Context: an optimization exercise on an open-source flow, tuned for small area, a short achievable clock period and few clock cycles. The choices shown serve that exercise and are no tape-out recipe. The RTL was checked by simulation tests, not by an equivalence proof against the original design.

==> flow/design.v (excerpt) <==
module dkc (
    input  wire        clk,
    input  wire        rst_n,         
    input  wire        host_we,
    input  wire        host_re,
    input  wire [8:0]  host_addr,
    input  wire [7:0]  host_wdata,
    output reg  [7:0]  host_rdata,    
    input  wire        cmd_valid,
    input  wire [15:0] cmd_word,
    output reg         rsp_valid,     
    output wire [7:0]  rsp_status
);
    localparam integer RPC = 2;                
    localparam integer NC  = 16 / RPC;         
    localparam integer CW  = (NC > 8) ? 4 : (NC > 4) ? 3 : (NC > 2) ? 2 : 1;
    localparam [3:0] OP_KEXP = 4'h1, OP_TENC = 4'h2, OP_TDEC = 4'h3,
                     OP_XOR  = 4'h4, OP_MSKI = 4'h5, OP_MSKR = 4'h6,
                     OP_IPEK = 4'h7, OP_SKR  = 4'h8, OP_DTK  = 4'h9;
    localparam [2:0] E_OK = 3'd0, E_KEYLEN = 3'd1, E_BLKLEN = 3'd2,
                     E_MISMATCH = 3'd3, E_KSNLEN = 3'd5, E_ILLEGAL = 3'd6;
    localparam [63:0] IPEK_VARIANT  = 64'hC0C0C0C0_00000000;
    localparam [63:0] ROUND_VARIANT = 64'hFFFFFFFF_00000000;
    localparam [63:0] ROUND_KSN_AND = 64'hFFFFFFFF_FFE00000;
    localparam integer S_IDLE = 0, S_RDA = 1, S_RDB = 2, S_LD = 3, S_RUN = 4, S_WR = 5;
    localparam [511:0] IP_T = {
        8'd58, 8'd50, 8'd42, 8'd34, 8'd26, 8'd18, 8'd10, 8'd2,
        8'd60, 8'd52, 8'd44, 8'd36, 8'd28, 8'd20, 8'd12, 8'd4,
        8'd62, 8'd54, 8'd46, 8'd38, 8'd30, 8'd22, 8'd14, 8'd6,
  ...
For scale: roughly 14,000 cells after synthesis, roughly 2,100 flip-flops, about 55 I/O pins, ~120,000 um2 of cells after synthesis.
clock: 8.0 ns
lec_check: 0
abc_area: 1
cap_margin: 40
core_margin: 2
core_utilization: 50
cts_buf_list: sky130_fd_sc_hd__clkbuf_8
setup_slack_margin: 4.5
slew_margin: 40
tns_end_percent: 0
standard.sh (not shown) runs the stock make flow with config.mk's settings and CLKGATE_MAP_FILE= SYNTH_SCRIPT=/design/flow/synth_recipe.tcl, a recipe that flattens the netlist after the stock synthesis.
==> flow/flow/run.sh <==
#!/bin/bash
# Layout flow: the standard flow (standard.sh) with one change.  The
# half- and full-adder cells are kept out of synthesis: otherwise Yosys's
# extract_fa fixes slow ha/fa cells into the DES S-box logic before ABC maps
# it.  Everything else (synthesis script, floorplan, power grid, placement,
# CTS, routing) is the standard flow's.
set -euo pipefail
cat >> config.mk <<'EOC'
export DONT_USE_CELLS += sky130_fd_sc_hd__ha_1 sky130_fd_sc_hd__ha_2 sky130_fd_sc_hd__ha_4 sky130_fd_sc_hd__fa_1 sky130_fd_sc_hd__fa_2 sky130_fd_sc_hd__fa_4
EOC
bash standard.sh > standard_flow.log 2>&1
Testbench counts at the start, summed over its fixed seeds: cycles 42,949.
Then changed:
--- a/flow/design.v
+++ b/flow/design.v
@@ -520,16 +520,15 @@
     reg  [4:0]    a_len;
     reg  [127:0]  cur;        
     reg  [63:0]   blk;        
     reg  [31:0]   la, ra, lb, rb;
     reg  [55:0]   cda, cdb;   
     reg  [CW-1:0] cyc;
     reg  [1:0]    pass;
-    reg  [4:0]    fcnt;       
-    reg  [20:0]   ctr;        
+    reg  [4:0]    nleft;      
     reg           dec0;       
     reg           vsel;       
     reg           fold_op;
     wire [191:0] a_data = {cur, blk};
     wire [191:0] b_data = rport;
     wire [4:0]   b_len  = rlen;
     wire two_operand = (op == OP_KEXP) || (op == OP_MSKI) || (op == OP_MSKR);
@@ -596,22 +595,19 @@
     wire [63:0] b_mskr = b_ksn8 & ROUND_KSN_AND;
     wire [63:0] fold_m = vsel ? b_mski : b_mskr;
     reg [4:0] pop;
     integer q;
     always @(*) begin
         pop = 5'd0;
         for (q = 0; q < 21; q = q + 1)
-            pop = pop + {4'd0, ctr[q]};
+            pop = pop + {4'd0, b_ksn8[q]};
     end
-    reg [4:0] pop_q;
     reg       lastf_q;        
-    always @(posedge clk) begin
-        pop_q   <= pop;
-        lastf_q <= (fcnt == pop_q);
-    end
+    always @(posedge clk)
+        lastf_q <= (nleft == 5'd0);
     reg [191:0] xor_keep;
     integer bb;
     always @(*)
         for (bb = 0; bb < 24; bb = bb + 1)
             xor_keep[(23-bb)*8 +: 8] = {8{keep_q[23-bb]}};
     wire [191:0] xor_res  = (a_data ^ b_data) & xor_keep;
     wire [191:0] kexp_res = a16_q ? {a_data[191:64], a_data[191:128]} : a_data;
@@ -777,29 +773,28 @@
         end
         if (st[S_RDB]) begin
             bl_q <= rlen;
             if (fold_op)
                 blk <= rport[127:64];              
         end
         if (ld_q) begin
-            fcnt <= 5'd0;
-            ctr  <= (op == OP_DTK) ? b_ksn8[20:0] : 21'd0;
+            nleft <= (op == OP_DTK) ? pop : 5'd0;
             cyc  <= {CW{1'b0}};
             pass <= 2'd0;
             if (fold_op)
                 blk <= blk_ip;
         end
         if (run) begin
             cyc <= last_cyc ? {CW{1'b0}} : cyc + 1'b1;
             if (pass_end_q)
                 pass <= pass + 2'd1;
             if (des_end_q) begin
                 pass <= 2'd0;
                 if (fold_op)
-                    fcnt <= fcnt + 5'd1;
+                    nleft <= nleft - 5'd1;
             end
         end
         if (st[S_RDA] || (run && des_end_q))
             cur <= cur_d;
         cda <= cda_d;
         cdb <= cdb_d;
         la  <= la_d;
Result:
- The new run reached the layout checks and failed them: antenna violations
- worst hold slack gets worse by 0.063 ns
- via count went down by 3.0%
- first-iteration DRC count drops by 6.1%
- sequential cell count is lower by 26
- die area shrinks by 1.5%
- synthesized cell count fell by 5.0%
- worst setup slack loses 0.27 ns
- core utilization rises by 1.6 points
- wire length decreases by 1.3%
Testbench counts after the change, summed over its fixed seeds: cycles 42,949.

afterwards: timing with drivers on the ports:
How much do the figures lean on ideal ports? The routed layouts below were timed once more, with nothing changed but the port constraints. Step 1 assumes that a clkbuf_16 drives the clock port and a buf_2 every other input. Step 2 moves the port delays by t, midway between the first and last clock arrival at a register: inputs arrive t later, outputs are due t later. That takes back most of the time a late clock gives input paths. Three values: no drivers, after step 1, after step 2; two values: the first two.
run | t (ns) | setup WS [ns] | cell pins on the clock port's net
the first run | 1.254 | 3.811 / 3.746 / 2.492 | 1
the second run | 1.254 | 3.542 / 3.483 / 2.229 | 1
For the first run, which loses most, drivers alone change the setup slack by -0.065 ns; drivers and shift together by -1.319 ns.
